What follows belongs to an exercise in optimizing a design on an open flow for small area, a short achievable clock period and few clock cycles; a production flow would make more cautious choices. No run shown here included a check of the RTL's function; only the layout flow was run. Power and IR drop assume default switching activity.

--- config.mk ---
export PLATFORM = sky130hd
export DESIGN_NAME = sprite_render
export DESIGN_NICKNAME = sprite_render
export VERILOG_FILES = /design/flow/design.v
export SDC_FILE = /design/flow/constraint.sdc
export NUM_CORES = 4
export LEC_CHECK = 0
export CAP_MARGIN = 20
export CORE_MARGIN = 2
export CORE_UTILIZATION = 60
export CTS_BUF_LIST = sky130_fd_sc_hd__clkbuf_4 sky130_fd_sc_hd__clkbuf_8
export SETUP_SLACK_MARGIN = 4.3
export SLEW_MARGIN = 20
--- constraint.sdc ---
create_clock -name core_clock -period 6.5 [get_ports {clk}]
set_input_delay 1.3000 -clock core_clock [delete_from_list [all_inputs] [get_ports {clk}]]
set_output_delay 1.3000 -clock core_clock [all_outputs]
set_load 0.01 [all_outputs]
--- design.v ---
module sprite_render (
    input  wire        clk,
    input  wire        rst,
    input  wire        start,
    output wire        busy,
    output reg         done,
    input  wire [2:0]  cfg_grid_w_m1,    
    input  wire [2:0]  cfg_grid_h_m1,    
    input  wire [2:0]  cfg_fb_tx_m1,     
    input  wire [2:0]  cfg_fb_ty_m1,     
    input  wire        cfg_gated,        
    input  wire [10:0] cfg_spr_off,      
    input  wire [10:0] cfg_anim_off,     
    output reg         tbl_re,
    output reg         tbl_we,
    output reg  [10:0] tbl_addr,
    output reg  [7:0]  tbl_wdata,
    input  wire [7:0]  tbl_rdata,
    output reg         def_re,
    output reg  [13:0] def_addr,
    input  wire [7:0]  def_rdata,
    output reg         fb_we,
    output reg  [11:0] fb_addr,
    output reg  [7:0]  fb_wdata
);
    reg busy_r;
    assign busy = busy_r;
    wire accept = start && !busy_r;
    localparam T_IDLE  = 4'd0;
    localparam T_START = 4'd1;    
    localparam T_RA    = 4'd2;    
    localparam T_RS    = 4'd3;    
    localparam T_CD    = 4'd4;    
    localparam T_RN    = 4'd5;    
    localparam T_RK    = 4'd6;    
    localparam T_CK    = 4'd7;    
    localparam T_RSP   = 4'd8;    
    localparam T_RFC   = 4'd9;    
    localparam T_CFC   = 4'd10;   
    localparam T_WFC   = 4'd11;   
    localparam T_RD    = 4'd12;   
    localparam T_RN2   = 4'd13;   
    localparam T_CN    = 4'd14;   
    localparam T_WE    = 4'd15;   
    reg [3:0]  tstate;
    reg        te_fin;       
    reg [10:0] ea;           
    reg [2:0]  tcol, trow;   
    reg [5:0]  trb;          
    reg        r_gated;      
    reg [9:0]  r_a;          
    reg [7:0]  r_spr;        
    reg [5:0]  r_k;          
    reg        r_ge;         
    reg        rec_valid;    
    wire t_wrap = (tcol == cfg_grid_w_m1);
    wire t_last = t_wrap && (trow == cfg_grid_h_m1);
    wire        two   = (tstate == T_WE);
    wire [10:0] a_inc = {tbl_addr[10:1] + {9'd0, two | tbl_addr[0]}, tbl_addr[0] ^ ~two};
    wire [10:0] a_d   = tbl_addr + {1'b0, r_a} + {10'd0, r_gated && tstate == T_CD};
    wire        fc_ge = (tbl_rdata >= tbl_wdata);
    reg        pe_fin;       
    reg        v1;           
    reg [2:0]  p_xo;         
    reg        p_clipx;
    reg [2:0]  p_rhi;        
    reg [5:0]  p_row;        
    reg        p_last;       
    reg        p_wrap;       
    reg [2:0]  p_hi;         
    reg [3:0]  p_py;         
    reg [11:0] fb_a1;        
    wire [2:0] rr = def_addr[5:3];
    wire [2:0] cc = def_addr[2:0];
    wire [2:0] chi = p_clipx ? ~p_xo : 3'd7;
    wire       row_end  = (cc == p_hi);
    wire       tile_end = row_end && (rr == p_rhi);
    wire       take = rec_valid && (!def_re || tile_end);
    wire [3:0] px = {1'b0, p_xo} + {1'b0, cc};
    wire [3:0] py = p_py;
    wire [2:0] n_xo  = r_k[2:0];
    wire [2:0] n_yo  = r_k[5:3];
    wire [4:0] r_dy  = {1'b0, p_py} - {2'b00, n_yo};
    wire       r_in  = r_dy[4] ? (r_dy == 5'b11111) : !(r_dy[3] || (r_dy[2] && r_dy[1] && r_dy[0]));
    wire       r_cov = rec_valid && r_in && (n_xo < p_xo);
    wire [2:0] r_cut = n_xo + ~p_xo;                        
    wire [2:0] hi1   = p_wrap ? chi : (r_cov ? r_cut : 3'd7);
    always @(posedge clk) begin
        if (rst) begin
            busy_r    <= 1'b0;
            done      <= 1'b0;
            tstate    <= T_IDLE;
            tbl_re    <= 1'b0;
            tbl_we    <= 1'b0;
            rec_valid <= 1'b0;
            te_fin    <= 1'b0;
            pe_fin    <= 1'b0;
            def_re    <= 1'b0;
            v1        <= 1'b0;
            fb_we     <= 1'b0;
        end else begin
            done <= 1'b0;
            if (accept) begin
                busy_r <= 1'b1;
                te_fin <= 1'b0;
                pe_fin <= 1'b0;
            end else if (busy_r && te_fin && pe_fin && !def_re && !v1) begin
                busy_r <= 1'b0;
                done   <= 1'b1;
            end
            tbl_re <= 1'b0;
            tbl_we <= 1'b0;
            case (tstate)
                T_IDLE:  if (accept) tstate <= T_START;
                T_START: begin tbl_re <= 1'b1; tstate <= T_RA; end
                T_RA:    begin tbl_re <= 1'b1; tstate <= T_RS; end
                T_RS:    tstate <= T_CD;
                T_CD:    begin tbl_re <= 1'b1; tstate <= r_gated ? T_RK : T_RN; end
                T_RN:    begin tbl_re <= 1'b1; tstate <= T_RK; end
                T_RK: begin
                    if (r_gated) begin
                        tbl_re <= 1'b1;
                        tstate <= T_RSP;
                    end else begin
                        tstate <= T_CK;
                    end
                end
                T_CK:    begin rec_valid <= 1'b1; tbl_we <= 1'b1; tstate <= T_WE; end
                T_RSP:   begin rec_valid <= 1'b1; tbl_re <= 1'b1; tstate <= T_RFC; end
                T_RFC:   tstate <= T_CFC;
                T_CFC:   begin tbl_we <= 1'b1; tstate <= T_WFC; end
                T_WFC:   tstate <= r_ge ? T_RD : T_WE;
                T_RD:    begin tbl_re <= 1'b1; tstate <= T_RN2; end
                T_RN2:   tstate <= T_CN;
                T_CN:    begin tbl_we <= 1'b1; tstate <= T_WE; end
                T_WE: begin
                    if (t_last) begin
                        te_fin <= 1'b1;
                        tstate <= T_IDLE;
                    end else if (!rec_valid) begin
                        tbl_re <= 1'b1;
                        tstate <= T_RA;
                    end
                end
                default: tstate <= T_IDLE;
            endcase
            if (take)
                rec_valid <= 1'b0;
            if (take)
                def_re <= 1'b1;
            else if (def_re && tile_end)
                def_re <= 1'b0;
            if (def_re && tile_end && !take && p_last)
                pe_fin <= 1'b1;
            v1    <= def_re;
            fb_we <= v1;
        end
    end
    always @(posedge clk) begin
        case (tstate)
            T_START: begin
                ea       <= cfg_spr_off;
                tbl_addr <= cfg_spr_off;
                tcol     <= 3'd0;
                trow     <= 3'd0;
                trb      <= 6'd0;
                r_gated  <= cfg_gated;
            end
            T_RA:  tbl_addr <= a_inc;
            T_RS: begin
                r_a      <= r_gated ? {tbl_rdata, 2'b00} : {1'b0, tbl_rdata, 1'b0};
                tbl_addr <= cfg_anim_off;
            end
            T_CD: begin
                r_spr    <= tbl_rdata;
                tbl_addr <= a_d;
            end
            T_RN:  tbl_addr <= a_inc;
            T_RK: begin
                tbl_wdata <= tbl_rdata;            
                tbl_addr  <= a_inc;
            end
            T_CK: begin
                r_k      <= tbl_rdata[5:0];
                r_spr    <= r_spr + {6'd0, tbl_rdata[7:6]};
                tbl_addr <= ea;
            end
            T_RSP: begin
                r_k      <= tbl_rdata[5:0];
                r_spr    <= r_spr + {6'd0, tbl_rdata[7:6]};
                tbl_addr <= a_inc;
            end
            T_RFC: tbl_wdata <= tbl_rdata;         
            T_CFC: begin
                r_ge      <= fc_ge;
                tbl_wdata <= fc_ge ? 8'd0 : tbl_rdata + 8'd1;
            end
            T_WFC: tbl_addr <= r_ge ? cfg_anim_off : ea;
            T_RD:  tbl_addr <= a_d;
            T_CN: begin
                tbl_wdata <= tbl_rdata;
                tbl_addr  <= ea;
            end
            T_WE: begin
                if (!t_last && !rec_valid) begin
                    ea       <= a_inc;
                    tbl_addr <= a_inc;
                    if (t_wrap) begin
                        tcol <= 3'd0;
                        trow <= trow + 3'd1;
                        trb  <= trb + {3'd0, cfg_fb_tx_m1} + 6'd1;
                    end else begin
                        tcol <= tcol + 3'd1;
                    end
                end
            end
            default: ;
        endcase
        if (take) begin
            def_addr <= {r_spr, 6'd0};
            p_xo     <= r_k[2:0];
            p_py     <= {1'b0, r_k[5:3]};
            p_clipx  <= (tcol == cfg_fb_tx_m1);
            p_rhi    <= (trow == cfg_fb_ty_m1) ? ~r_k[5:3] : 3'd7;
            p_last   <= t_last;
            p_wrap   <= t_wrap;
            p_hi     <= (tcol == cfg_fb_tx_m1) ? ~r_k[2:0] : 3'd7;
            p_row    <= trb + {3'd0, tcol};
        end else if (row_end) begin
            def_addr[5:0] <= {rr + 3'd1, 3'd0};
            p_hi          <= hi1;
            p_py          <= p_py + 4'd1;
            if (py[2:0] == 3'd7)
                p_row <= p_row + {3'd0, cfg_fb_tx_m1} + 6'd1;
        end else begin
            def_addr[2:0] <= cc + 3'd1;
        end
        fb_a1    <= {p_row + {5'd0, px[3]}, py[2:0], px[2:0]};
        fb_addr  <= fb_a1;
        fb_wdata <= def_rdata;
    end
endmodule
--- flow/run.sh ---
#!/bin/bash
# Standard layout, with plain buffers (buf_2) on the ports instead of the
# resizer's default choice. Every tool's output goes to flow.log here, and
# ORFS keeps each step's log under orfs/logs/.
set -euo pipefail
export BUFFER_PORTS_ARGS="-buffer_cell sky130_fd_sc_hd__buf_2"
bash standard.sh > flow.log 2>&1
--- standard.sh ---
#!/bin/bash
# synth_recipe.tcl (not shown) runs the flow's synth.tcl, then flattens the netlist and writes it again
# the make line also repeats each setting of config.mk as NAME=value (left out here)
make -C /OpenROAD-flow-scripts/flow DESIGN_CONFIG=/design/flow/config.mk WORK_HOME=/design/flow/orfs CLKGATE_MAP_FILE= SYNTH_SCRIPT=/design/flow/synth_recipe.tcl "${@:-finish}"
==> results of run 1 <==
cell usage after synthesis (8+ instances only):
library cell	instances	area (µm²)
fa_1	8	160
nor2b_1	17	106
nand2_1	68	255
a21oi_1	37	185
inv_1	49	184
xor2_1	29	254
nand3_1	23	115
and2_1	9	56.3
o21ai_0	43	215
nor2_1	61	229
a21o_1	12	90.1
edfxtp_1	96	2880
xnor2_1	34	298
clkbuf_1	19	71.3
nand2b_1	10	62.6
ha_1	51	638
dfxtp_1	53	1060
power groups by stage:
stage / Sequential (mW) / Clock [mW] / Combinational, mW
2_1_floorplan: 1.44 / 0 / 0.852
3_3_place_gp: 1.47 / 0 / 1.13
3_5_place_dp: 1.48 / 0 / 1.16
4_1_cts: 1.41 / 0.917 / 1.48
5_1_grt: 1.44 / 0.958 / 1.90
6_report: 1.42 / 0.917 / 1.78
sequential cells by signal, summed over array words and instances (netlist names), 3 cells and up:
register   cells
tcol           3
trb            6
p_xo           3
tbl_wdata      8
r_k            6
fb_wdata       8
p_rhi          3
fb_addr       12
p_hi           3
ea            11
tbl_addr      11
tstate         4
p_row          6
r_spr          8
p_py           4
trow           3
def_addr      14
fb_a1         12
r_a            9
per-layer routing:
metal | part of all wire (%) | global-route usage, % | vias to the layer above
met1 | 38 | 37.2 | 3325
met3 | 6.9 | 5.55 | 103
met2 | 50 | 50.1 | 381
met4 | 4.4 | 14.8 | 0
li1 | - | - | 3065
met5 | 0 | 0 | -
placed cells by master, fill, tap and decap left out, types with 30 or more instances in the layout:
cell,instances
buf_6,30
dfxtp_1,37
buf_2,87
ha_1,32
nand2_1,63
buf_4,87
edfxtp_1,96
nor2_1,52
inv_1,38
area by class of cell:
type / count / area (µm²) / area share [%]
Multi-Input combinational cell: 516 / 4370 / 40.1
Sequential cell: 149 / 3990 / 36.7
Timing Repair Buffer: 211 / 1560 / 14.3
Clock inverter: 15 / 272 / 2.50
Clock buffer: 17 / 234 / 2.15
Inverter: 50 / 228 / 2.09
Tap cell: 172 / 215 / 1.98
Timing Repair inverter: 2 / 16.3 / 0.149
through the flow:
stage	std cells	cell area, µm²	power, mW
finish	1132	10900	4.12
floorplan	740	8270	2.30
detailed placement	1000	8890	2.64
CTS	1094	10300	3.81
global placement	1000	8890	2.60
global route	1132	10900	4.30
worst max path at each step:
stage / from / to / slack, ps
after floorplan: tbl_rdata[4] / tbl_wdata[3] / 3760
after global placement: tbl_rdata[0] / tbl_wdata[7] / 3340
after detailed placement: tstate[0] / tbl_addr[9] / 3200
after CTS: p_py[0] / p_hi[0] / 3860
after global routing: p_py[0] / p_hi[0] / 3770
final: p_py[0] / p_hi[0] / 3870
what timing repair did:
action                                  CTS  global route
gates resized for setup                  98            69
endpoints found under the setup margin  167           164
pin swaps                                29            45
gates cloned                              3             1
buffers inserted                         59            37
cell families after synthesis:
| group | Yosys count |
|---|---|
| multiplexers | 9 |
| XOR/XNOR | 63 |
| buffers and inverters | 76 |
| AND/OR/NAND/NOR | 221 |
| flip-flops | 149 |
| adder cells (fa/ha/maj) | 59 |
| AO/OA/AOI/OAI | 163 |
==> qor.txt, run 1 <==
Initial antenna violation count: 0
Post-Synth Simple-Gate Area: 13.5%
Critical path depth in cells: 9
Post-synthesis adder-cell area fraction: 10.2%
CP delay by family, top: compound AO/OA/AOI/OAI gates
Die width: 118 µm
Placeable Area: 0.0127 mm²
PD cells: 378 mW/mm²
Largest family of logic cells by synthesized area: compound AO/OA/AOI/OAI gates
Die ar.: 0.0140 mm²
Max Clock Skew: 12.7 ps
Area grow syn2layout: 39.0%
Rows: 41
CTS clk-pin slew, worst paths: 80 ps
Clock sinks: 149
R2r startpoint: p_py[0]
Reg power frac: 34.5%
Io pins: 113
Sw frac: 35.5%
1st-pass router iterations: 6
FF+latch count, synth: 149
Worst setup EP type: flop
Post-synth EDFFs: 96
Final setup margin: 3870 ps
Final Setup Violations: 0
Post-synth cell types: 65
Slew headroom: 48.7%
Sw power: 1.46 mW
Die Height: 118 µm
Unrepaired setup endpoints after global routing: true
Setup Total Neg Slack: 0 ps
Data required, critical path: 6720 ps
Post-synthesis xor/xnor area fraction: 7.05%
Core Util, Final: 85.9%
Critical path startpoint category: flop
Slew Viols, Final: 0
Post-synthesis compound-gate area fraction: 13.9%
Multiplexer share of the synthesized area: 1.26%
Worst min-delay path startpoint: fb_a1[1]
GP Congestion: 0.885
Clock Latency Late Sink: 470 ps
Starting Density: 61.8%
Worst R2R Path Depth: 9
Cell Chain, Critical Path: inv_2, ha_2, fa_1, or3_4, o32a_1, a2bb2oi_1, a21oi_2, o2111ai_2, o221a_1
Syn nets: 853
Crit Path Category: reg -> reg
Run status: finished clean
Fraction of layout cells with a size suffix above 1: 40.0%
Via/cell ratio: 6.07
Hold WS: 328 ps
RR Endpoint: p_hi[0]
Crit path max-delay cell type: fa_1
Crit share post-route: 40.4%
Worst-margin pin slew: 765 ps
Worst Hold End: fb_addr[1]
TritonCTS Buffers: 17
Max-cap violations: 0
Max VDD drop: 0.000253 V
Post-route ant nets: 0
Max FO, Critical Path: 3
Static leakage: 4.46 nW
Final Hold Viols: 0
Hold path depth: 0
Proportion of power drawn by combinational gates: 43.2%
Ant. Diodes: 0
Post-synth top flop: edfxtp_1
Worst slack at placement: 3200 ps
P_int: 2.66 mW
Async SR Flop Fraction: 0%
CTS Buffer Depth: 2
Post-route DRC violation count: 0
H-Tree Depth: 4
CTS Hold Bufs: 0
GR Util All Layers: 29.9%
Synth Warn #: 1
Largest net degree at the start of global routing: 23
Vias: 6874
Final wirelength: 22.2 mm
First-pass GRT wire length: 33.1 mm
Register area share after synthesis: 50.4%
Fmax achieved: 381 MHz
Avg Cell Area, Syn: 10.6 µm²
Class of the worst hold path: reg -> reg
Vias in the first global route: 6584
Clock share of power: 22.3%
Global route overflow: 0
Synth Instances: 740
CTS tree: done
R2R setup slack: 3870 ps
Routed wire per std cell: 19.6 µm
Number of port buffers: 112
DP HPWL: 13.0 mm
Nets: 1060
Fillers: 640
Initial drt markers: 824
Arrival time worst endpoint: 2850 ps
Final worst path period need: 2630 ps
Root buffer cell: clkbuf_8
CP bufs+invs: 1
Post-Syn Area: 0.00783 mm²
CP peak stage delay: 500 ps
==> inputs of run 2 (changes only) <==
--- a/config.mk
+++ b/config.mk
@@ -11,3 +11,3 @@
 export CTS_BUF_LIST = sky130_fd_sc_hd__clkbuf_4 sky130_fd_sc_hd__clkbuf_8
-export SETUP_SLACK_MARGIN = 4.3
+export SETUP_SLACK_MARGIN = 4
 export SLEW_MARGIN = 20
==> qor.txt, run 2 <==
Area grow syn2layout: 24.6%
DP HPWL: 13.0 mm
Core Util, Final: 77.0%
Most frequent cell after synthesis: edfxtp_1
Cell taking the most area after synthesis: edfxtp_1
Die ar.: 0.0140 mm²
Max-cap violations: 0
H-Tree Depth: 4
Post-Syn Area: 0.00783 mm²
Most frequent cells in the layout: 108 x buf_2, 96 x edfxtp_1, 65 x nand2_1, 55 x nor2_1, 55 x buf_4
Synth top area share: 36.8%
Worst setup EP type: flop
Synth cell count leaders: 96 x edfxtp_1, 68 x nand2_1, 61 x nor2_1
TritonCTS Buffers: 17
Number of port buffers: 112
Io pins: 113
GR Util All Layers: 27.3%
Largest reg by FF count: def_addr
Final Setup Violations: 0
FF+latch count, synth: 149
Syn nets: 853
Max FO, Critical Path: 3
Final wirelength: 19.2 mm
Class of the worst hold path: reg -> reg
Nets: 1017
Ant. Diodes: 0
Vias in the first global route: 6286
Data required, critical path: 6700 ps
Post-route DRC violation count: 0
First-pass GRT wire length: 30.2 mm
Clock Latency Late Sink: 460 ps
Slew Viols, Final: 0
Clock share of power: 19.6%
Final worst path period need: 2670 ps
RR Endpoint: p_hi[0]
Crit Path Category: reg -> reg
Final Hold Viols: 0
Post-route ant nets: 0
CTS Buffer Depth: 2
Setup Total Neg Slack: 0 ps
Synth Instances: 740
Routed wire per std cell: 17.7 µm
Initial drt markers: 604
Critical path startpoint category: flop
Design Power: 3.47 mW
1st-pass router iterations: 5
Register area share after synthesis: 50.4%
Vias: 6365
CP peak stage delay: 440 ps
Placed Instances: 1000
Unrepaired setup endpoints after global routing: true
Run status: finished clean
Global route overflow: 0
Async SR Flop Fraction: 0%
Arrival time worst endpoint: 2870 ps
Sw frac: 36.7%
CTS Hold Bufs: 0
Synth Warn #: 1
Initial antenna violation count: 0
Slew headroom: 42.2%
Static leakage: 4.06 nW
Placeable Area: 0.0127 mm²
Post-synth cell types: 65
Largest cells by area after synthesis: edfxtp_1 37%, dfxtp_1 14%, ha_1 8.2%
Sw power: 1.27 mW
CTS tree: done
Final Non-Filler Cells: 1089
CTS clk-pin slew, worst paths: 80 ps
Proportion of power drawn by combinational gates: 38.9%
R2r startpoint: p_py[0]
Worst-margin pin slew: 867 ps
Cell Chain, Critical Path: inv_1, ha_2, fa_1, or3_4, o32a_1, a2bb2oi_2, a21oi_2, o2111ai_2, o221a_1
Fraction of layout cells with a size suffix above 1: 30.8%
Fmax achieved: 375 MHz
Worst R2R Path Depth: 9
Max reg flops: 14
R2R setup slack: 3830 ps
Crit share post-route: 41.0%
GP Congestion: 0.895
Starting Density: 61.8%
Avg Cell Area, Syn: 10.6 µm²
Post-synth top flop: edfxtp_1
PD cells: 356 mW/mm²
Via/cell ratio: 5.84
Worst min-delay path startpoint: fb_a1[4]
Critical path origin: p_py[0]
Crit path max-delay cell type: fa_1
Reg power frac: 41.5%
P_int: 2.20 mW
Largest net degree at the start of global routing: 23
Die width: 118 µm
Critical Path End: p_hi[0]
Max VDD drop: 0.000232 V
Largest regs: def_addr (14), fb_a1 (12), fb_addr (12)
Clock sinks: 149
Most common cell after layout, fill and taps aside: buf_2
Rows: 41
Root buffer cell: clkbuf_8
Die Height: 118 µm
Post-synth EDFFs: 96
Max Clock Skew: 14.2 ps
## run 2: changes by cell type in the layout (fill, tap and decap cells not counted), moves of 12 or more
| cell | change |
|---|---|
| buf_4 | -32 |
| buf_6 | -29 |
| buf_2 | +21 |
| dfxtp_1 | +12 |
| ha_4 | -12 |
## run 2: layer usage
| metal | share of wire [%] | track usage, % |
|---|---|---|
| met5 | 0 | 0 |
| met4 | 2.7 | 11.7 |
| met3 | 6.4 | 5.89 |
| met2 | 50 | 46.2 |
| met1 | 41 | 33.6 |
## run 2: final cells by class
type                    count  area, µm²
multi-input cells         516       3950
clock inverters            11       97.6
fillers                   884       2920
well taps                 172        215
repair buffers            169       1050
inverters                  50        199
flip-flops and latches    149       3960
clock buffers              21        277
repair inverters            1       7.51
## run 2: repair_timing
action	in CTS	in global routing
pin swaps	6	27
endpoints found under the setup margin	94	45
setup buffers	17	38
gates cloned	2	0
gates resized for setup	26	51
## run 2: cell families (layout without fill, tap and decap cells)
kind of cell    count (synthesis)  count (layout)  synth area share [%]
fa+ha+maj                      59              59                  10.2
buf+inv                        76             252                  3.76
xor+xnor                       63              63                  7.05
mux                             9               9                  1.26
flops                         149             149                  50.4
compound gates                163             163                  13.9
simple gates                  221             222                  13.5
## run 2: per-stage QoR
step / hold WS, ps / area [µm²] / setup WS [ps]
3_5_place_dp: 312 / 8660 / 2700
5_1_grt: 332 / 9760 / 3730
3_3_place_gp: 311 / 8660 / 2830
4_1_cts: 329 / 9260 / 3880
2_1_floorplan: 310 / 7990 / 3760
6_report: 329 / 9760 / 3830
## run 2: how the worst min path moves through the flow
stage	end	slack, ps	cells past startpoint
floorplan	fb_addr[0]	310	0
global placement	fb_addr[6]	310	0
detailed placement	fb_addr[5]	310	0
CTS	fb_addr[5]	330	0
global route	fb_addr[5]	330	0
finish	fb_addr[4]	330	0
## run 2: worst max-delay path, delay by kind of cell, from the launching register on
family	cells	cell delay, ps
fa+ha+maj	2	630
simple gates	1	370
compound gates	5	940
flops	1	400
buf+inv	1	80
## run 2: power by group through the flow
stage	clock network [mW]	logic [mW]	registers [mW]
2_1_floorplan	0	0.805	1.44
3_3_place_gp	0	1.09	1.47
3_5_place_dp	0	1.12	1.47
4_1_cts	0.687	1.21	1.44
5_1_grt	0.726	1.47	1.46
6_report	0.679	1.35	1.44
==> inputs of run 3 (changes only) <==
--- a/design.v
+++ b/design.v
@@ -82,5 +82,4 @@
     wire [2:0] n_yo  = r_k[5:3];
-    wire [4:0] r_dy  = {1'b0, p_py} - {2'b00, n_yo};
-    wire       r_in  = r_dy[4] ? (r_dy == 5'b11111) : !(r_dy[3] || (r_dy[2] && r_dy[1] && r_dy[0]));
-    wire       r_cov = rec_valid && r_in && (n_xo < p_xo);
+    wire [4:0] r_dy  = {1'b0, p_py} + 5'd1 - {2'b00, n_yo};   
+    wire       r_cov = rec_valid && !r_dy[4] && !r_dy[3] && (n_xo < p_xo);
     wire [2:0] r_cut = n_xo + ~p_xo;                        
==> flow/run.sh (replaced) <==
#!/bin/bash
# Standard layout, with plain buffers (buf_1) on the ports instead of the
# resizer's default choice. Every tool's output goes to flow.log here, and
# ORFS keeps each step's log under orfs/logs/.
set -euo pipefail
export BUFFER_PORTS_ARGS="-buffer_cell sky130_fd_sc_hd__buf_1"
bash standard.sh > flow.log 2>&1
==> qor.txt, run 3 <==
Run status: finished clean
Wire length on met1: 7.71 mm
FF+latch count, synth: 149
Area grow syn2layout: 20.0%
Vias: 6097
Final Setup Violations: 0
Area of the multi-input gates: 0.00376 mm²
Fillers: 896
Cell taking the most area after synthesis: edfxtp_1
Die ar.: 0.0137 mm²
Routed wire per std cell: 17.9 µm
Arrival time worst endpoint: 2900 ps
Max Clock Skew: 15.1 ps
Post-Syn Area: 0.00767 mm²
Root buffer cell: clkbuf_8
GR Util All Layers: 27.4%
Register area: 0.00396 mm²
Most frequent cells in the layout: 104 x buf_1, 96 x edfxtp_1, 82 x nand2_1, 49 x nor2_1, 49 x dfxtp_1
Post-synth EDFFs: 96
Final wirelength: 18.8 mm
Number of port buffers: 112
PD cells: 311 mW/mm²
Synth Instances: 723
Clock Latency Late Sink: 470 ps
Worst setup EP type: flop
Post-synth cell types: 60
Met3 WL: 1.22 mm
Die width: 117 µm
Static leakage: 3.59 nW
Nets: 980
Critical path startpoint category: flop
Crit Path Category: reg -> reg
Core Util, Final: 73.3%
Crit share post-route: 41.3%
Most frequent cell after synthesis: edfxtp_1
Synth top area share: 37.6%
Fraction of layout cells with a size suffix above 1: 15.3%
Post-route ant nets: 0
Die Height: 117 µm
Final worst path period need: 2680 ps
Largest regs: def_addr (14), fb_a1 (12), fb_addr (12)
Initial antenna violation count: 0
Global route overflow: 0
Placeable Area: 0.0126 mm²
First-pass GRT wire length: 28.4 mm
Starting Density: 61.0%
Unrepaired setup endpoints after global routing: true
Placed Area: 0.00835 mm²
Initial drt markers: 506
Rows: 41
Data required, critical path: 6710 ps
Syn nets: 836
Via/cell ratio: 5.80
Final Non-Filler Cells: 1052
Most common cell after layout, fill and taps aside: buf_1
Post-route DRC violation count: 0
Synth cell count leaders: 96 x edfxtp_1, 85 x nand2_1, 55 x nor2_1
H-Tree Depth: 4
DR WL met2: 9.37 mm
Max reg flops: 14
Setup Total Neg Slack: 0 ps
Final Hold Viols: 0
Post-synth top flop: edfxtp_1
Largest cells by area after synthesis: edfxtp_1 38%, dfxtp_1 14%, ha_1 8.5%
Largest net degree at the start of global routing: 20
Final instance area: 0.00921 mm²
Slew Viols, Final: 0
Ant. Diodes: 0
GP Congestion: 0.922
Avg Cell Area, Syn: 10.6 µm²
Max-cap violations: 0
Clock sinks: 149
Max VDD drop: 0.000155 V
Largest reg by FF count: def_addr
Highest routing layer actually used: met4
Slew headroom: 32.2%
CTS clk-pin slew, worst paths: 90 ps
Class of the worst hold path: reg -> reg
Async SR Flop Fraction: 0%
Max FO, Critical Path: 3
Register area share after synthesis: 51.4%
Fmax achieved: 373 MHz
CTS tree: done
Io pins: 113
CTS Buffer Depth: 2
Synth Warn #: 1
Placed Instances: 989
TritonCTS Buffers: 17
Worst-margin pin slew: 1010 ps
1st-pass router iterations: 6
DP HPWL: 13.0 mm
Hold WS: 331 ps
Vias in the first global route: 5719
-- run 3: changes by cell type after synthesis, sizes merged, moves of 6 or more --
cell	before	now
nor2	61	55
a21oi	38	31
nand2	68	85
nand3	23	33
clkbuf	19	13
nor2b	17	10
o21ai	46	40
inv	50	43
-- run 3: routing by layer --
metal	track usage [%]	up-vias
met2	46.2	248
met5	0	-
met4	10.2	0
met1	34.9	2920
met3	5.72	44
li1	-	2885
-- run 3: path summary, 6_finish.rpt --
| check | start | depth (start not counted) | slack (ps) | endpoint |
|---|---|---|---|---|
| hold / removal | fb_a1[6] | 0 | 330 | fb_addr[6] |
| setup / recovery | p_py[2] | 7 | 3820 | p_hi[2] |
| hold reg to reg | fb_a1[6] | 0 | 330 | fb_addr[6] |
| setup reg to reg | p_py[2] | 7 | 3820 | p_hi[2] |
-- run 3: where the power goes --
| part | internal, mW | total (mW) | leakage (nW) | switching (mW) |
|---|---|---|---|---|
| logic | 0.359 | 0.837 | 2.06 | 0.479 |
| registers | 1.18 | 1.30 | 1.33 | 0.118 |
| clock network | 0.320 | 0.723 | 0.204 | 0.403 |
-- run 3: logic make-up (layout without fill, tap and decap cells) --
group	after synthesis	after routing	share of synthesized area, %
DFF	149	149	51.4
xor gates and xnor gates	61	61	6.97
buffers and inverters	63	220	3.23
AOI/OAI and AO/OA	141	141	12.0
muxes	10	10	1.42
and+or+nand+nor	240	240	14.6
adders and majority gates	59	59	10.3
-- run 3: per-stage QoR --
step / power [mW] / setup WS (ps)
3_3_place_gp: 2.02 / 2990
4_1_cts: 2.78 / 3830
2_1_floorplan: 1.82 / 3820
5_1_grt: 3.02 / 3750
3_5_place_dp: 2.05 / 2890
6_report: 2.86 / 3820
-- run 3: cell type report --
cell class | count | share of cell area [%]
repair inverters | 2 | 0.136
well taps | 172 | 2.34
clock buffers | 17 | 2.54
repair buffers | 143 | 7.43
multi-input cells | 511 | 40.9
flip-flops and latches | 149 | 43.0
clock inverters | 15 | 1.78
inverters | 43 | 1.92
-- run 3: worst max-delay path, stage by stage (launching register included) --
cell       delay [ps]
edfxtp_1          440
ha_1              300
ha_1              280
nor4bb_4          160
or4b_4            560
a21oi_4           170
o2111ai_2         140
o311a_1           380
-- run 3: repair_timing --
| action | in CTS | in global routing |
|---|---|---|
| gates cloned | 2 | 0 |
| gates resized for setup | 32 | 35 |
| pin swaps | 11 | 22 |
| endpoints found under the setup margin | 83 | 49 |
| buffers inserted | 11 | 18 |
| hold buffers | 0 | 0 |
==> inputs of run 4 (changes only) <==
--- a/design.v
+++ b/design.v
@@ -28,19 +28,20 @@
     wire accept = start && !busy_r;
-    localparam T_IDLE  = 4'd0;
-    localparam T_START = 4'd1;    
-    localparam T_RA    = 4'd2;    
-    localparam T_RS    = 4'd3;    
-    localparam T_CD    = 4'd4;    
-    localparam T_RN    = 4'd5;    
-    localparam T_RK    = 4'd6;    
-    localparam T_CK    = 4'd7;    
-    localparam T_RSP   = 4'd8;    
-    localparam T_RFC   = 4'd9;    
-    localparam T_CFC   = 4'd10;   
-    localparam T_WFC   = 4'd11;   
-    localparam T_RD    = 4'd12;   
-    localparam T_RN2   = 4'd13;   
-    localparam T_CN    = 4'd14;   
-    localparam T_WE    = 4'd15;   
-    reg [3:0]  tstate;
+    localparam T_IDLE  = 5'd0;
+    localparam T_START = 5'd1;    
+    localparam T_RA    = 5'd2;    
+    localparam T_RS    = 5'd3;    
+    localparam T_CD    = 5'd4;    
+    localparam T_RN    = 5'd5;    
+    localparam T_RK    = 5'd6;    
+    localparam T_CK    = 5'd7;    
+    localparam T_RSP   = 5'd8;    
+    localparam T_RFC   = 5'd9;    
+    localparam T_CFC   = 5'd10;   
+    localparam T_ADV   = 5'd11;   
+    localparam T_WFC   = 5'd12;   
+    localparam T_RD    = 5'd13;   
+    localparam T_RN2   = 5'd14;   
+    localparam T_CN    = 5'd15;   
+    localparam T_WE    = 5'd16;   
+    reg [4:0]  tstate;
     reg        te_fin;       
@@ -82,4 +83,6 @@
     wire [2:0] n_yo  = r_k[5:3];
-    wire [4:0] r_dy  = {1'b0, p_py} + 5'd1 - {2'b00, n_yo};   
-    wire       r_cov = rec_valid && !r_dy[4] && !r_dy[3] && (n_xo < p_xo);
+    wire [2:0] pl    = p_py[2:0];
+    wire       r_in  = p_py[3] ? ({1'b0, pl} + 4'd2 <= {1'b0, n_yo})
+                               : (({1'b0, pl} + 4'd1 >= {1'b0, n_yo}) && !(pl == 3'd7 && n_yo == 3'd0));
+    wire       r_cov = rec_valid && r_in && (n_xo < p_xo);
     wire [2:0] r_cut = n_xo + ~p_xo;                        
@@ -129,3 +132,4 @@
                 T_RFC:   tstate <= T_CFC;
-                T_CFC:   begin tbl_we <= 1'b1; tstate <= T_WFC; end
+                T_CFC:   tstate <= T_ADV;
+                T_ADV:   begin tbl_we <= 1'b1; tstate <= T_WFC; end
                 T_WFC:   tstate <= r_ge ? T_RD : T_WE;
@@ -194,3 +198,6 @@
                 r_ge      <= fc_ge;
-                tbl_wdata <= fc_ge ? 8'd0 : tbl_rdata + 8'd1;
+                tbl_wdata <= tbl_rdata;
+            end
+            T_ADV: begin
+                tbl_wdata <= r_ge ? 8'd0 : tbl_wdata + 8'd1;
             end
==> flow/run.sh (replaced) <==
#!/bin/bash
# Standard layout, with plain buffers (buf_2) on the ports instead of the
# resizer's default choice. Every tool's output goes to flow.log here, and
# ORFS keeps each step's log under orfs/logs/.
set -euo pipefail
export BUFFER_PORTS_ARGS="-buffer_cell sky130_fd_sc_hd__buf_2"
bash standard.sh > flow.log 2>&1
==> qor.txt, run 4 <==
Syn nets: 863
Nets: 996
Slew headroom: 33.4%
CTS Buffer Depth: 2
Final Setup Violations: 0
Critical Path End: trb[0]
Crit share post-route: 39.2%
Clock Latency Late Sink: 470 ps
Avg Cell Area, Syn: 10.7 µm²
Register area share after synthesis: 49.6%
Setup Total Neg Slack: 0 ps
Proportion of power drawn by combinational gates: 30.0%
Post-synthesis adder-cell area fraction: 10.4%
Worst-margin pin slew: 988 ps
Critical path startpoint category: input pin
Synth top area share: 36.0%
Post-route DRC violation count: 0
Multiplexer share of the synthesized area: 2.46%
Area grow syn2layout: 18.9%
First-pass GRT wire length: 30.5 mm
Largest reg by FF count: def_addr
CTS Hold Bufs: 0
Vias in the first global route: 6133
Synth Warn #: 1
Max VDD drop: 0.000132 V
Placed Instances: 1011
CP bufs+invs: 1
Async SR Flop Fraction: 0%
DR WL met2: 9.53 mm
Cell Chain, Critical Path: buf_2, xnor2_1, nand3_2, o41ai_2
Worst setup EP type: flop
Post-synth cell types: 67
TritonCTS Buffers: 17
Die ar.: 0.0143 mm²
Data required, critical path: 6590 ps
Io pins: 113
Max reg flops: 14
DP HPWL: 13.1 mm
Hold WS: 331 ps
CP peak stage delay: 890 ps
Synth Instances: 747
Fillers: 977
Final Hold Viols: 0
Fraction of layout cells with a size suffix above 1: 27.4%
Met3 WL: 1.07 mm
Post-synthesis compound-gate area fraction: 11.6%
Placeable Area: 0.0131 mm²
CTS clk-pin slew, worst paths: 90 ps
Via/cell ratio: 5.72
Largest family of logic cells by synthesized area: simple AND/OR/NAND/NOR gates
Class of the worst hold path: reg -> reg
Arrival time worst endpoint: 2630 ps
R2r startpoint: tstate[2]
Clock share of power: 25.2%
Largest net degree at the start of global routing: 28
Global route overflow: 0
Die Height: 119 µm
Initial drt markers: 698
Crit path max-delay cell type: o41ai_2
Ant. Diodes: 0
Final Non-Filler Cells: 1069
Clock sinks: 150
Post-route ant nets: 0
Most frequent cells in the layout: 111 x buf_2, 96 x edfxtp_1, 70 x nor2_1, 51 x nand2_1, 50 x ha_1
Routed wire per std cell: 17.6 µm
Largest cells by area after synthesis: edfxtp_1 36%, dfxtp_1 14%, ha_1 8.4%
FF+latch count, synth: 150
H-Tree Depth: 4
PD cells: 305 mW/mm²
Hold path depth: 0
Post-Synth Simple-Gate Area: 14.0%
Most common cell after layout, fill and taps aside: buf_2
P_int: 1.87 mW
R2R setup slack: 3990 ps
Max FO, Critical Path: 9
Post-synth top flop: edfxtp_1
Sw frac: 35.5%
Largest regs: def_addr (14), fb_a1 (12), fb_addr (12)
Run status: finished clean
Max-cap violations: 0
Final wirelength: 18.8 mm
CTS tree: done
GR Util All Layers: 27.3%
Initial antenna violation count: 0
Static leakage: 3.95 nW
Critical path origin: cfg_grid_w_m1[2]
Synth cell count leaders: 96 x edfxtp_1, 73 x nor2_1, 54 x dfxtp_1, 54 x ha_1, 51 x nand2_1
Vias: 6120
Post-synth EDFFs: 96
Critical path depth in cells: 4
GP Congestion: 0.876
RR Endpoint: tbl_addr[9]
Rows: 42
Starting Density: 60.9%
Die width: 119 µm
Max Clock Skew: 16.0 ps
Number of port buffers: 112
Fmax achieved: 393 MHz
Slew Viols, Final: 0
Post-Syn Area: 0.00800 mm²
Highest routing layer actually used: met4
Final worst path period need: 2550 ps
Sw power: 1.03 mW
Cell taking the most area after synthesis: edfxtp_1
Reg power frac: 44.8%
Root buffer cell: clkbuf_8
Wire length on met1: 7.78 mm
1st-pass router iterations: 7
Crit Path Category: in -> reg
Unrepaired setup endpoints after global routing: true
CP delay by family, top: compound AO/OA/AOI/OAI gates
Post-synthesis xor/xnor area fraction: 7.77%
Worst R2R Path Depth: 13
Most frequent cell after synthesis: edfxtp_1
-- run 4: cell types whose count changed after synthesis, moves of 6 or more --
| cell | before | now |
|---|---|---|
| nand2_1 | 85 | 51 |
| nor2_1 | 55 | 73 |
| o21ai_0 | 39 | 29 |
| nor2b_1 | 10 | 17 |
| xnor2_1 | 34 | 41 |
| a21oi_1 | 31 | 37 |
| buf_2 | 6 | 12 |
| mux2_2 | 7 | 13 |
| o21ai_1 | 1 | 7 |
-- run 4: power by group through the flow --
stage	registers, mW	clock network (mW)	logic, mW
floorplan	1.33	0	0.520
global placement	1.34	0	0.734
detailed placement	1.35	0	0.765
CTS	1.30	0.736	0.836
global route	1.32	0.773	0.967
finish	1.30	0.732	0.872
-- run 4: cells by family after synthesis --
| family | count (synthesis) |
|---|---|
| AOI/OAI and AO/OA | 141 |
| buffers and inverters | 77 |
| adders and majority gates | 62 |
| DFF | 150 |
| xor gates and xnor gates | 71 |
| muxes | 18 |
| and+or+nand+nor | 228 |
-- run 4: what timing repair did --
item	4_1_cts	5_1_grt
pin swaps	5	8
setup buffers	18	8
endpoints found under the hold margin	0	0
resized for setup	20	19
cloned	0	0
endpoints found under the setup margin	85	26
-- run 4: routing by layer --
metal,up-vias,track usage [%]
li1,2910,-
met1,2944,34.5
met2,232,47.1
met3,34,4.55
met4,0,10.4
met5,-,0
-- run 4: layout make-up --
type | instances | area, µm² | share of cell area, %
Timing Repair Buffer | 140 | 786 | 8.26
Multi-Input combinational cell | 520 | 3920 | 41.2
Inverter | 51 | 204 | 2.14
Clock buffer | 17 | 234 | 2.46
Clock inverter | 15 | 169 | 1.78
Tap cell | 176 | 220 | 2.31
Sequential cell | 150 | 3980 | 41.9
-- run 4: how the worst min path moves through the flow --
| stage | startpoint | endpoint | slack (ps) |
|---|---|---|---|
| 3_5_place_dp | fb_a1[10] | fb_addr[10] | 310 |
| 3_3_place_gp | fb_a1[6] | fb_addr[6] | 310 |
| 4_1_cts | fb_a1[10] | fb_addr[10] | 330 |
| 6_report | fb_a1[9] | fb_addr[9] | 330 |
| 2_1_floorplan | fb_a1[0] | fb_addr[0] | 310 |
| 5_1_grt | fb_a1[1] | fb_addr[1] | 340 |
-- run 4: metrics by stage --
step	cell area [µm²]	power (mW)	setup WS [ps]	utilization, %
floorplan	8150	1.85	3810	-
global placement	8780	2.07	3080	66.8
detailed placement	8780	2.11	2990	66.9
CTS	9390	2.87	3930	71.4
global route	9510	3.06	3840	72.4
finish	9510	2.91	3950	72.4
==> inputs of run 5 (changes only) <==
--- a/config.mk
+++ b/config.mk
@@ -11,3 +11,3 @@
 export CTS_BUF_LIST = sky130_fd_sc_hd__clkbuf_4 sky130_fd_sc_hd__clkbuf_8
-export SETUP_SLACK_MARGIN = 4
+export SETUP_SLACK_MARGIN = 3.8
 export SLEW_MARGIN = 20
==> qor.txt, run 5 <==
Post-synth cell types: 67
Final wirelength: 18.3 mm
Largest reg by FF count: def_addr
Most common cell after layout, fill and taps aside: buf_2
Clock Latency Late Sink: 440 ps
Placeable Area: 0.0131 mm²
Setup Total Neg Slack: 0 ps
Io pins: 113
Crit Path Category: reg -> reg
Worst min-delay path startpoint: fb_a1[6]
Die width: 119 µm
Worst setup EP type: flop
Max reg flops: 14
Fmax achieved: 360 MHz
Rows: 42
Post-route ant nets: 0
Area grow syn2layout: 16.6%
Die Height: 119 µm
Register area share after synthesis: 49.6%
Placed Area: 0.00872 mm²
Synth Instances: 747
Ant. Diodes: 0
Static leakage: 3.88 nW
RR Endpoint: tbl_addr[9]
Cell taking the most area after synthesis: edfxtp_1
Largest net degree at the start of global routing: 28
GR Util All Layers: 25.9%
Nets: 984
R2r startpoint: tstate[3]
Max VDD drop: 0.000227 V
CTS Hold Bufs: 0
Most frequent cell after synthesis: edfxtp_1
Data required, critical path: 6670 ps
Unrepaired setup endpoints after global routing: true
Final Hold Viols: 0
Final Setup Violations: 0
CTS clk-pin slew, worst paths: 80 ps
Routed wire per std cell: 17.4 µm
Synth cell count leaders: 96 x edfxtp_1, 73 x nor2_1, 54 x dfxtp_1, 54 x ha_1, 51 x nand2_1
Global route overflow: 0
GP Congestion: 0.912
FF+latch count, synth: 150
Die ar.: 0.0143 mm²
PD cells: 306 mW/mm²
Slew headroom: 33.6%
Worst Hold End: fb_addr[6]
R2R setup slack: 3720 ps
Post-synth top flop: edfxtp_1
TritonCTS Buffers: 17
Largest regs: def_addr (14), fb_a1 (12), fb_addr (12)
First-pass GRT wire length: 28.8 mm
Max FO, Critical Path: 27
Post-route DRC violation count: 0
Initial antenna violation count: 0
Syn nets: 863
Critical path startpoint category: flop
Avg Cell Area, Syn: 10.7 µm²
Fillers: 989
Run status: finished clean
DP HPWL: 13.1 mm
Largest cells by area after synthesis: edfxtp_1 36%, dfxtp_1 14%, ha_1 8.4%
Final instance area: 0.00932 mm²
Synth top area share: 36.0%
H-Tree Depth: 4
Starting Density: 60.9%
Synth Warn #: 1
Arrival time worst endpoint: 2950 ps
Worst-margin pin slew: 985 ps
CTS tree: done
Post-synth EDFFs: 96
Initial drt markers: 502
Number of port buffers: 112
Vias: 6059
Cell Chain, Critical Path: nor2_4, and3_4, inv_6, ha_1, inv_1, ha_4, ha_4, nand3_1, nor2_1, xnor2_1, inv_1, a222oi_1, o221ai_1
Post-Syn Area: 0.00800 mm²
Async SR Flop Fraction: 0%
Clock sinks: 150
Slew Viols, Final: 0
Root buffer cell: clkbuf_8
Vias in the first global route: 5699
Crit share post-route: 42.7%
Crit path max-delay cell type: dfxtp_4
Via/cell ratio: 5.73
Most frequent cells in the layout: 112 x buf_2, 96 x edfxtp_1, 72 x nor2_1, 51 x nand2_1, 51 x ha_1
Final worst path period need: 2780 ps
CP peak stage delay: 500 ps
1st-pass router iterations: 6
Worst R2R Path Depth: 13
CTS Buffer Depth: 2
Fraction of layout cells with a size suffix above 1: 24.2%
Max-cap violations: 0
Hold path depth: 0
Max Clock Skew: 8.70 ps
Class of the worst hold path: reg -> reg
[run 5: cell counts after synthesis]
No cell type changed its count.
[run 5: per-layer routing]
| metal | share of wire (%) | GRT usage, % | vias up |
|---|---|---|---|
| li1 | - | - | 2897 |
| met1 | 43 | 33.9 | 2900 |
| met2 | 49 | 42.3 | 231 |
| met3 | 5.9 | 5.70 | 31 |
| met4 | 2.4 | 9.63 | 0 |
| met5 | 0 | 0 | - |
[run 5: area by class of cell]
class	instances	area [µm²]	share of cell area [%]
clock inverter	14	163	1.74
clock buffer	18	241	2.59
sequential	150	3980	42.7
tap	176	220	2.36
timing repair buffer	128	681	7.30
inverter	51	198	2.12
multi-input combinational	520	3840	41.2
[run 5: worst max-delay path by stage]
stage / slack, ps / endpoint / start
floorplan: 3810 / tbl_addr[9] / tstate[3]
global placement: 2960 / tbl_addr[9] / tstate[4]
detailed placement: 2870 / tbl_addr[9] / tstate[4]
CTS: 3580 / tbl_addr[9] / tstate[0]
global route: 3540 / tbl_addr[9] / tstate[3]
finish: 3720 / tbl_addr[9] / tstate[3]
[run 5: repair_timing]
action,4_1_cts,5_1_grt
pin swaps,2,6
hold endpoints to repair,0,0
gates resized for setup,20,9
endpoints found under the setup margin,68,27
setup buffers,3,10
[run 5: report_power, final]
part | internal (mW) | switching, mW | total, mW
Clock | 0.358 | 0.379 | 0.737
Sequential | 1.19 | 0.131 | 1.32
Combinational | 0.357 | 0.439 | 0.796
[run 5: metrics by stage]
step	hold slack, ps	std cells	power, mW	worst slack (ps)	util [%]
after floorplan	310	747	1.84	3810	-
after global placement	311	1011	2.06	2960	66.3
after detailed placement	312	1012	2.09	2870	66.4
after CTS	332	1047	2.84	3580	70.1
after global routing	339	1057	3.01	3540	71.0
final	331	1057	2.85	3720	71.0
[run 5: cell families after synthesis]
| family | count (synthesis) | share of synthesized area (%) |
|---|---|---|
| AO/OA/AOI/OAI | 141 | 11.6 |
| adder cells (fa/ha/maj) | 62 | 10.4 |
| buffers and inverters | 77 | 4.18 |
| flip-flops | 150 | 49.6 |
| XOR/XNOR | 71 | 7.77 |
| AND/OR/NAND/NOR | 228 | 14.0 |
| multiplexers | 18 | 2.46 |
[run 5: critical path, delay by kind of cell, from the launching register on]
kind	cells	cell delay, ps
adder cells (fa/ha/maj)	3	530
XOR/XNOR	1	260
AO/OA/AOI/OAI	2	460
flip-flops	1	500
AND/OR/NAND/NOR	4	450
buffers and inverters	3	310
==> inputs of run 6 (changes only) <==
--- a/design.v
+++ b/design.v
@@ -58,4 +58,24 @@
     wire t_last = t_wrap && (trow == cfg_grid_h_m1);
-    wire        two   = (tstate == T_WE);
-    wire [10:0] a_inc = {tbl_addr[10:1] + {9'd0, two | tbl_addr[0]}, tbl_addr[0] ^ ~two};
+    wire        t_adv = (tstate == T_WE) && !t_last && !rec_valid;    
+    reg  [1:0]  a_step;
+    always @* begin
+        case (tstate)
+            T_RA, T_RN, T_RK, T_RSP: a_step = 2'd1;
+            T_WE:                    a_step = {t_adv, 1'b0};
+            default:                 a_step = 2'd0;
+        endcase
+    end
+    wire [10:0] a_inc = tbl_addr + {9'd0, a_step};
+    reg  [10:0] a_next;
+    always @* begin
+        case (tstate)
+            T_START:      a_next = cfg_spr_off;
+            T_RS:         a_next = cfg_anim_off;
+            T_CD, T_RD:   a_next = a_d;
+            T_CK, T_CN:   a_next = ea;
+            T_WFC:        a_next = r_ge ? cfg_anim_off : ea;
+            default:      a_next = a_inc;
+        endcase
+    end
+    wire        t_nrow = t_adv && t_wrap;                               
     wire [10:0] a_d   = tbl_addr + {1'b0, r_a} + {10'd0, r_gated && tstate == T_CD};
@@ -165,31 +185,10 @@
                 ea       <= cfg_spr_off;
-                tbl_addr <= cfg_spr_off;
-                tcol     <= 3'd0;
-                trow     <= 3'd0;
-                trb      <= 6'd0;
                 r_gated  <= cfg_gated;
             end
-            T_RA:  tbl_addr <= a_inc;
-            T_RS: begin
-                r_a      <= r_gated ? {tbl_rdata, 2'b00} : {1'b0, tbl_rdata, 1'b0};
-                tbl_addr <= cfg_anim_off;
-            end
-            T_CD: begin
-                r_spr    <= tbl_rdata;
-                tbl_addr <= a_d;
-            end
-            T_RN:  tbl_addr <= a_inc;
-            T_RK: begin
-                tbl_wdata <= tbl_rdata;            
-                tbl_addr  <= a_inc;
-            end
-            T_CK: begin
+            T_RS:  r_a <= r_gated ? {tbl_rdata, 2'b00} : {1'b0, tbl_rdata, 1'b0};
+            T_CD:  r_spr <= tbl_rdata;
+            T_RK:  tbl_wdata <= tbl_rdata;         
+            T_CK, T_RSP: begin
                 r_k      <= tbl_rdata[5:0];
                 r_spr    <= r_spr + {6'd0, tbl_rdata[7:6]};
-                tbl_addr <= ea;
-            end
-            T_RSP: begin
-                r_k      <= tbl_rdata[5:0];
-                r_spr    <= r_spr + {6'd0, tbl_rdata[7:6]};
-                tbl_addr <= a_inc;
             end
@@ -203,27 +202,19 @@
             end
-            T_WFC: tbl_addr <= r_ge ? cfg_anim_off : ea;
-            T_RD:  tbl_addr <= a_d;
-            T_CN: begin
-                tbl_wdata <= tbl_rdata;
-                tbl_addr  <= ea;
-            end
-            T_WE: begin
-                if (!t_last && !rec_valid) begin
-                    ea       <= a_inc;
-                    tbl_addr <= a_inc;
-                    if (t_wrap) begin
-                        tcol <= 3'd0;
-                        trow <= trow + 3'd1;
-                        trb  <= trb + {3'd0, cfg_fb_tx_m1} + 6'd1;
-                    end else begin
-                        tcol <= tcol + 3'd1;
-                    end
-                end
-            end
+            T_CN:  tbl_wdata <= tbl_rdata;
+            T_WE:  if (t_adv) ea <= a_inc;
             default: ;
         endcase
+        tbl_addr <= a_next;
+        if (tstate == T_START) begin
+            tcol <= 3'd0;
+            trow <= 3'd0;
+            trb  <= 6'd0;
+        end else begin
+            tcol <= t_nrow ? 3'd0 : tcol + {2'd0, t_adv};
+            trow <= trow + {2'd0, t_nrow};
+            trb  <= trb + (t_nrow ? {3'd0, cfg_fb_tx_m1} + 6'd1 : 6'd0);
+        end
         if (take) begin
-            def_addr <= {r_spr, 6'd0};
+            def_addr[13:6] <= r_spr;
             p_xo     <= r_k[2:0];
-            p_py     <= {1'b0, r_k[5:3]};
             p_clipx  <= (tcol == cfg_fb_tx_m1);
@@ -233,11 +224,14 @@
             p_hi     <= (tcol == cfg_fb_tx_m1) ? ~r_k[2:0] : 3'd7;
-            p_row    <= trb + {3'd0, tcol};
         end else if (row_end) begin
-            def_addr[5:0] <= {rr + 3'd1, 3'd0};
-            p_hi          <= hi1;
-            p_py          <= p_py + 4'd1;
-            if (py[2:0] == 3'd7)
-                p_row <= p_row + {3'd0, cfg_fb_tx_m1} + 6'd1;
+            p_hi     <= hi1;
+        end
+        if (take) begin
+            def_addr[5:0] <= 6'd0;
+            p_py          <= {1'b0, r_k[5:3]};
+            p_row         <= trb + {3'd0, tcol};
         end else begin
-            def_addr[2:0] <= cc + 3'd1;
+            def_addr[5:3] <= rr + {2'd0, row_end};
+            def_addr[2:0] <= row_end ? 3'd0 : cc + 3'd1;
+            p_py          <= p_py + {3'd0, row_end};
+            p_row         <= p_row + ((row_end && py[2:0] == 3'd7) ? {3'd0, cfg_fb_tx_m1} + 6'd1 : 6'd0);
         end
--- a/config.mk
+++ b/config.mk
@@ -11,3 +11,3 @@
 export CTS_BUF_LIST = sky130_fd_sc_hd__clkbuf_4 sky130_fd_sc_hd__clkbuf_8
-export SETUP_SLACK_MARGIN = 3.8
+export SETUP_SLACK_MARGIN = 4
 export SLEW_MARGIN = 20
==> qor.txt, run 6 <==
Run status: finished clean
Max reg flops: 14
Fmax achieved: 355 MHz
Clock sinks: 150
Register area: 0.00367 mm²
Vias in the first global route: 6108
Worst R2R Path Depth: 11
Crit share post-route: 43.3%
DP HPWL: 13.2 mm
Post-synth top flop: dfxtp_1
Post-route ant nets: 0
Largest net degree at the start of global routing: 41
Avg Cell Area, Syn: 10.3 µm²
Post-synth cell types: 69
Fillers: 902
Largest reg by FF count: def_addr
Grt met2 use: 46.0%
Die ar.: 0.0142 mm²
R2R setup slack: 3920 ps
Ant. Diodes: 0
Largest regs: def_addr (14), fb_a1 (12), fb_addr (12)
Register area share after synthesis: 45.8%
Initial drt markers: 390
Core Util, Final: 75.9%
Final Setup Violations: 0
Post-synth EDFFs: 64
PD cells: 310 mW/mm²
Crit Path Category: in -> reg
Synth Warn #: 1
CTS Hold Bufs: 0
Arrival time worst endpoint: 3170 ps
Most frequent cells in the layout: 105 x buf_2, 76 x dfxtp_1, 64 x nand2_1, 64 x edfxtp_1, 58 x nor2_1
Async SR Flop Fraction: 0%
Io pins: 113
Routed wire per std cell: 17.1 µm
Starting Density: 60.8%
Critical path origin: cfg_grid_w_m1[1]
1st-pass router iterations: 5
Placed Area: 0.00892 mm²
Global route overflow: 0
Clock Latency Late Sink: 470 ps
Synth cell count leaders: 86 x dfxtp_1, 67 x nand2_1, 64 x edfxtp_1
Largest cells by area after synthesis: edfxtp_1 24%, dfxtp_1 22%, ha_1 9.6%
Most common cell after layout, fill and taps aside: buf_2
Worst-margin pin slew: 1040 ps
FF+latch count, synth: 150
Die width: 119 µm
Gr busiest metal: met2
Max FO, Critical Path: 5
CP peak stage delay: 360 ps
Vias: 6378
Initial antenna violation count: 0
Max-cap violations: 0
Worst setup EP type: flop
Final wirelength: 19.1 mm
Slew headroom: 29.0%
Hold WS: 330 ps
Syn nets: 899
Cell Chain, Critical Path: buf_8, xnor2_4, nand3_4, o21ai_4, or3_4, nor2_4, ha_4, fa_2, a21oi_2, nor2_1, nor2_1, xor2_1, nor2_1
H-Tree Depth: 4
Synth Instances: 775
Critical Path End: trb[4]
GP Congestion: 0.863
Rows: 42
Via/cell ratio: 5.73
Max VDD drop: 0.000212 V
Post-Syn Area: 0.00795 mm²
Placeable Area: 0.0131 mm²
Final Hold Viols: 0
GR Layer Usage met3: 6.47%
Static leakage: 4.21 nW
GRT met1 Usage: 34.3%
CTS clk-pin slew, worst paths: 90 ps
Class of the worst hold path: reg -> reg
CTS tree: done
CP most frequent cell: nor2_1
Nets: 1049
Setup Total Neg Slack: 0 ps
Data required, critical path: 6860 ps
Final worst path period need: 2820 ps
Max Clock Skew: 11.7 ps
Slew Viols, Final: 0
Cell taking the most area after synthesis: edfxtp_1
Die Height: 119 µm
First-pass GRT wire length: 30.2 mm
Area grow syn2layout: 24.9%
Area of the multi-input gates: 0.00453 mm²
Critical path startpoint category: input pin
TritonCTS Buffers: 17
R2r startpoint: tstate[2]
Design Power: 3.08 mW
Fraction of layout cells with a size suffix above 1: 31.5%
Most frequent cell after synthesis: dfxtp_1
Crit path max-delay cell type: fa_2
CTS Buffer Depth: 2
Unrepaired setup endpoints after global routing: true
Post-route DRC violation count: 0
RR Endpoint: trb[3]
GR Util All Layers: 27.2%
Final instance area: 0.00993 mm²
Root buffer cell: clkbuf_8
Number of port buffers: 112
Synth top area share: 24.2%
run 6: cell count changes after synthesis, sizes merged, moves of 6 or more:
cell    previous run  this run
a221o              0         9
a222oi             8         2
buf               18        10
clkbuf             8        14
dfxtp             54        86
edfxtp            96        64
ha                54        61
nand2             51        67
nand3             30        23
nand4              4        12
nor2              75        61
xor2              30        24
run 6: critical path: cells and delay by family:
family | cells | cell delay, ps
simple gates | 6 | 580
buf+inv | 1 | 100
compound gates | 2 | 320
fa+ha+maj | 2 | 510
xor+xnor | 2 | 340
run 6: layout make-up:
type | count | area share, %
clock buffer | 17 | 2.36
clock inverter | 14 | 1.12
inverter | 50 | 2.07
multi-input combinational | 551 | 45.6
sequential | 150 | 37.0
tap | 176 | 2.22
timing repair buffer | 155 | 9.65
run 6: cells by family (layout without fill, tap and decap cells):
family | count (synthesis) | after routing | share of synthesized area [%]
AND/OR/NAND/NOR | 242 | 242 | 15.1
flip-flops | 150 | 150 | 45.8
AO/OA/AOI/OAI | 147 | 147 | 12.7
buffers and inverters | 74 | 236 | 3.75
adder cells (fa/ha/maj) | 70 | 70 | 11.9
XOR/XNOR | 66 | 66 | 7.27
multiplexers | 26 | 26 | 3.54
run 6: report_power, final:
| group | internal (mW) | leakage, nW | switching, mW |
|---|---|---|---|
| Clock | 0.271 | 0.182 | 0.386 |
| Combinational | 0.502 | 2.73 | 0.550 |
| Sequential | 1.19 | 1.30 | 0.183 |
| Total | 1.96 | 4.21 | 1.12 |
run 6: how the worst min path moves through the flow:
stage	slack [ps]	depth (start not counted)	to	from
3_3_place_gp	310	0	fb_addr[4]	fb_a1[4]
4_1_cts	330	0	fb_addr[11]	fb_a1[11]
6_report	330	0	fb_addr[1]	fb_a1[1]
5_1_grt	350	0	fb_addr[5]	fb_a1[5]
2_1_floorplan	310	0	fb_addr[0]	fb_a1[0]
3_5_place_dp	310	0	fb_addr[11]	fb_a1[11]
run 6: per-layer routing:
layer	up-vias	wire [µm]
met5	-	0
met4	0	359
met3	34	1100
met2	248	9650
met1	3023	7970
li1	3073	-
run 6: repair_timing:
action                     in CTS  in global routing
setup buffers                  25                 17
resized for setup              47                 34
setup endpoints to repair      45                 45
pin swaps                      16                 22
run 6: stage by stage:
step	worst slack, ps	instances
2_1_floorplan	3400	775
3_3_place_gp	3080	1040
3_5_place_dp	3000	1040
4_1_cts	3730	1096
5_1_grt	3630	1113
6_report	3680	1113
==> inputs of run 7 (changes only) <==
--- a/config.mk
+++ b/config.mk
@@ -11,2 +11,3 @@
 export CTS_BUF_LIST = sky130_fd_sc_hd__clkbuf_4 sky130_fd_sc_hd__clkbuf_8
+export CTS_CLUSTER_SIZE = 30
 export SETUP_SLACK_MARGIN = 4
==> qor.txt, run 7 <==
Gr busiest metal: met2
Die width: 119 µm
Clock sinks: 150
CTS Buffer Depth: 2
Hold path depth: 0
Post-route ant nets: 0
Ant. Diodes: 0
Syn nets: 899
Final worst path period need: 2820 ps
Most common cell after layout, fill and taps aside: buf_2
Max reg flops: 14
Post-route DRC violation count: 0
Initial drt markers: 390
Io pins: 113
Critical path startpoint category: input pin
Post-synth EDFFs: 64
Fraction of layout cells with a size suffix above 1: 31.5%
Worst min-delay path startpoint: fb_a1[1]
Via/cell ratio: 5.73
Max Clock Skew: 11.7 ps
Crit Path Category: in -> reg
Post-synth cell types: 69
CTS clk-pin slew, worst paths: 90 ps
Post-Syn Area: 0.00795 mm²
Grt met2 use: 46.0%
Slew Viols, Final: 0
R2R setup slack: 3920 ps
GRT met1 Usage: 34.3%
Run status: finished clean
Data required, critical path: 6860 ps
Placed Instances: 1040
Rows: 42
Vias in the first global route: 6108
Synth Instances: 775
Fmax achieved: 355 MHz
Avg Cell Area, Syn: 10.3 µm²
Final setup margin: 3680 ps
GP Congestion: 0.863
Placeable Area: 0.0131 mm²
Crit share post-route: 43.3%
Routed wire per std cell: 17.1 µm
Number of port buffers: 112
First-pass GRT wire length: 30.2 mm
GR Layer Usage met3: 6.47%
Area grow syn2layout: 24.9%
Worst setup EP type: flop
DP HPWL: 13.2 mm
Die Height: 119 µm
Max FO, Critical Path: 5
Worst R2R Path Depth: 11
Final Non-Filler Cells: 1113
Max-cap violations: 0
Arrival time worst endpoint: 3170 ps
Slew headroom: 29.0%
H-Tree Depth: 4
Setup Total Neg Slack: 0 ps
Async SR Flop Fraction: 0%
Cell taking the most area after synthesis: edfxtp_1
1st-pass router iterations: 5
Most frequent cell after synthesis: dfxtp_1
CTS Hold Bufs: 0
Clock Latency Late Sink: 470 ps
Nets: 1049
Class of the worst hold path: reg -> reg
Most frequent cells in the layout: 105 x buf_2, 76 x dfxtp_1, 64 x nand2_1, 64 x edfxtp_1, 58 x nor2_1
Final Hold Viols: 0
Largest reg by FF count: def_addr
Largest regs: def_addr (14), fb_a1 (12), fb_addr (12)
Initial antenna violation count: 0
Max VDD drop: 0.000212 V
CTS tree: done
Synth top area share: 24.2%
RR Endpoint: trb[3]
Final wirelength: 19.1 mm
Register area share after synthesis: 45.8%
Fillers: 902
Core Util, Final: 75.9%
Largest cells by area after synthesis: edfxtp_1 24%, dfxtp_1 22%, ha_1 9.6%
Synth cell count leaders: 86 x dfxtp_1, 67 x nand2_1, 64 x edfxtp_1
Die ar.: 0.0142 mm²
Vias: 6378
Global route overflow: 0
Root buffer cell: clkbuf_8
Static leakage: 4.21 nW
Synth Warn #: 1
GR Util All Layers: 27.2%
PD cells: 310 mW/mm²
Unrepaired setup endpoints after global routing: true
Final Setup Violations: 0
Worst slack at placement: 3000 ps
Starting Density: 60.8%
Worst Hold End: fb_addr[1]
Largest net degree at the start of global routing: 41
FF+latch count, synth: 150
Post-synth top flop: dfxtp_1
Worst-margin pin slew: 1040 ps
R2r startpoint: tstate[2]
TritonCTS Buffers: 17
run 7: cell counts after synthesis:
No cell type changed its count.
run 7: where the power goes:
group / switching, mW / internal, mW
sequential: 0.183 / 1.19
combinational: 0.550 / 0.502
clock: 0.386 / 0.271
run 7: kinds of logic after synthesis:
group | after synthesis | share of synthesized area (%)
buffers and inverters | 74 | 3.75
multiplexers | 26 | 3.54
AND/OR/NAND/NOR | 242 | 15.1
flip-flops | 150 | 45.8
XOR/XNOR | 66 | 7.27
adder cells (fa/ha/maj) | 70 | 11.9
AO/OA/AOI/OAI | 147 | 12.7
run 7: critical path, cell delays in order:
cell and delay [ps]:
buf_8 100, xnor2_4 150, nand3_4 140, o21ai_4 170, or3_4 190, nor2_4 40, ha_4 150, fa_2 360
a21oi_2 150, nor2_1 50, nor2_1 110, xor2_1 190, nor2_1 50
run 7: worst max-delay path by stage:
| stage | from | to | cells after the start |
|---|---|---|---|
| 2_1_floorplan | cfg_grid_w_m1[2] | trb[5] | 10 |
| 3_3_place_gp | cfg_grid_h_m1[2] | trb[4] | 13 |
| 3_5_place_dp | cfg_grid_h_m1[2] | trb[4] | 13 |
| 4_1_cts | cfg_grid_w_m1[1] | tbl_addr[10] | 11 |
| 5_1_grt | cfg_grid_h_m1[2] | trb[4] | 13 |
| 6_report | cfg_grid_w_m1[1] | trb[4] | 13 |
run 7: through the flow:
step	total power [mW]	hold WS [ps]	instance area, µm²
floorplan	1.99	310	8240
global placement	2.25	310	8920
detailed placement	2.30	312	8920
CTS	3.00	334	9620
global route	3.26	347	9930
finish	3.08	330	9930
run 7: what timing repair did:
action	4_1_cts	5_1_grt
resized for setup	47	34
endpoints found under the hold margin	0	0
pin swaps	16	22
setup endpoints to repair	45	45
setup buffers	25	17
run 7: cell type report:
type / instances / area (µm²) / area share [%]
inverters: 50 / 205 / 2.07
multi-input cells: 551 / 4530 / 45.6
repair buffers: 155 / 958 / 9.65
clock buffers: 17 / 234 / 2.36
clock inverters: 14 / 111 / 1.12
well taps: 176 / 220 / 2.22
flip-flops and latches: 150 / 3670 / 37.0
run 7: metal layers:
layer  share of wire (%)  vias up  wire length (µm)
met4                 1.9        0               359
met3                 5.8       34              1100
met2                  51      248              9650
met1                  42     3023              7970
li1                    -     3073                 -
met5                   0        -                 0

## static timing again, ports no longer ideal
No port has a modelled driver above. Below, the same layouts with a new extraction and two added sets of constraints. Step 1 (the two cells are an assumption about what drives the block):
set clk [get_ports {clk}]
set_driving_cell -lib_cell sky130_fd_sc_hd__clkbuf_16 $clk
set_driving_cell -lib_cell sky130_fd_sc_hd__buf_2 [delete_from_list [all_inputs] $clk]
Step 2, shift: input delay + t, output delay - t, t = (earliest + latest rising clock arrival at the registers) / 2. This alone moves slack from input paths to output paths. Slacks: ideal ports / drivers / drivers and shift; pairs: ideal ports / drivers.
| run | t (ns) | setup slack, ns | worst setup path at the end | worst register clock-pin slew, ns | cell pins on the clock port's net |
|---|---|---|---|---|---|
| run 1 | 0.504 | 3.872 / 3.872 / 3.520 | input to register | 0.09 / 0.09 | 1 |
| run 2 | 0.488 | 3.834 / 3.834 / 3.408 | input to register | 0.09 / 0.09 | 1 |
| run 3 | 0.496 | 3.815 / 3.815 / 3.419 | input to register | 0.10 / 0.10 | 1 |
| run 4 | 0.503 | 3.955 / 3.972 / 3.469 | input to register | 0.10 / 0.10 | 1 |
| run 5 | 0.474 | 3.724 / 3.724 / 3.398 | input to register | 0.09 / 0.09 | 1 |
| run 6 | 0.504 | 3.683 / 3.678 / 3.174 | input to register | 0.09 / 0.09 | 1 |
| run 7 | 0.504 | 3.683 / 3.678 / 3.174 | input to register | 0.09 / 0.09 | 1 |
After both steps setup and hold are still met in every run listed.
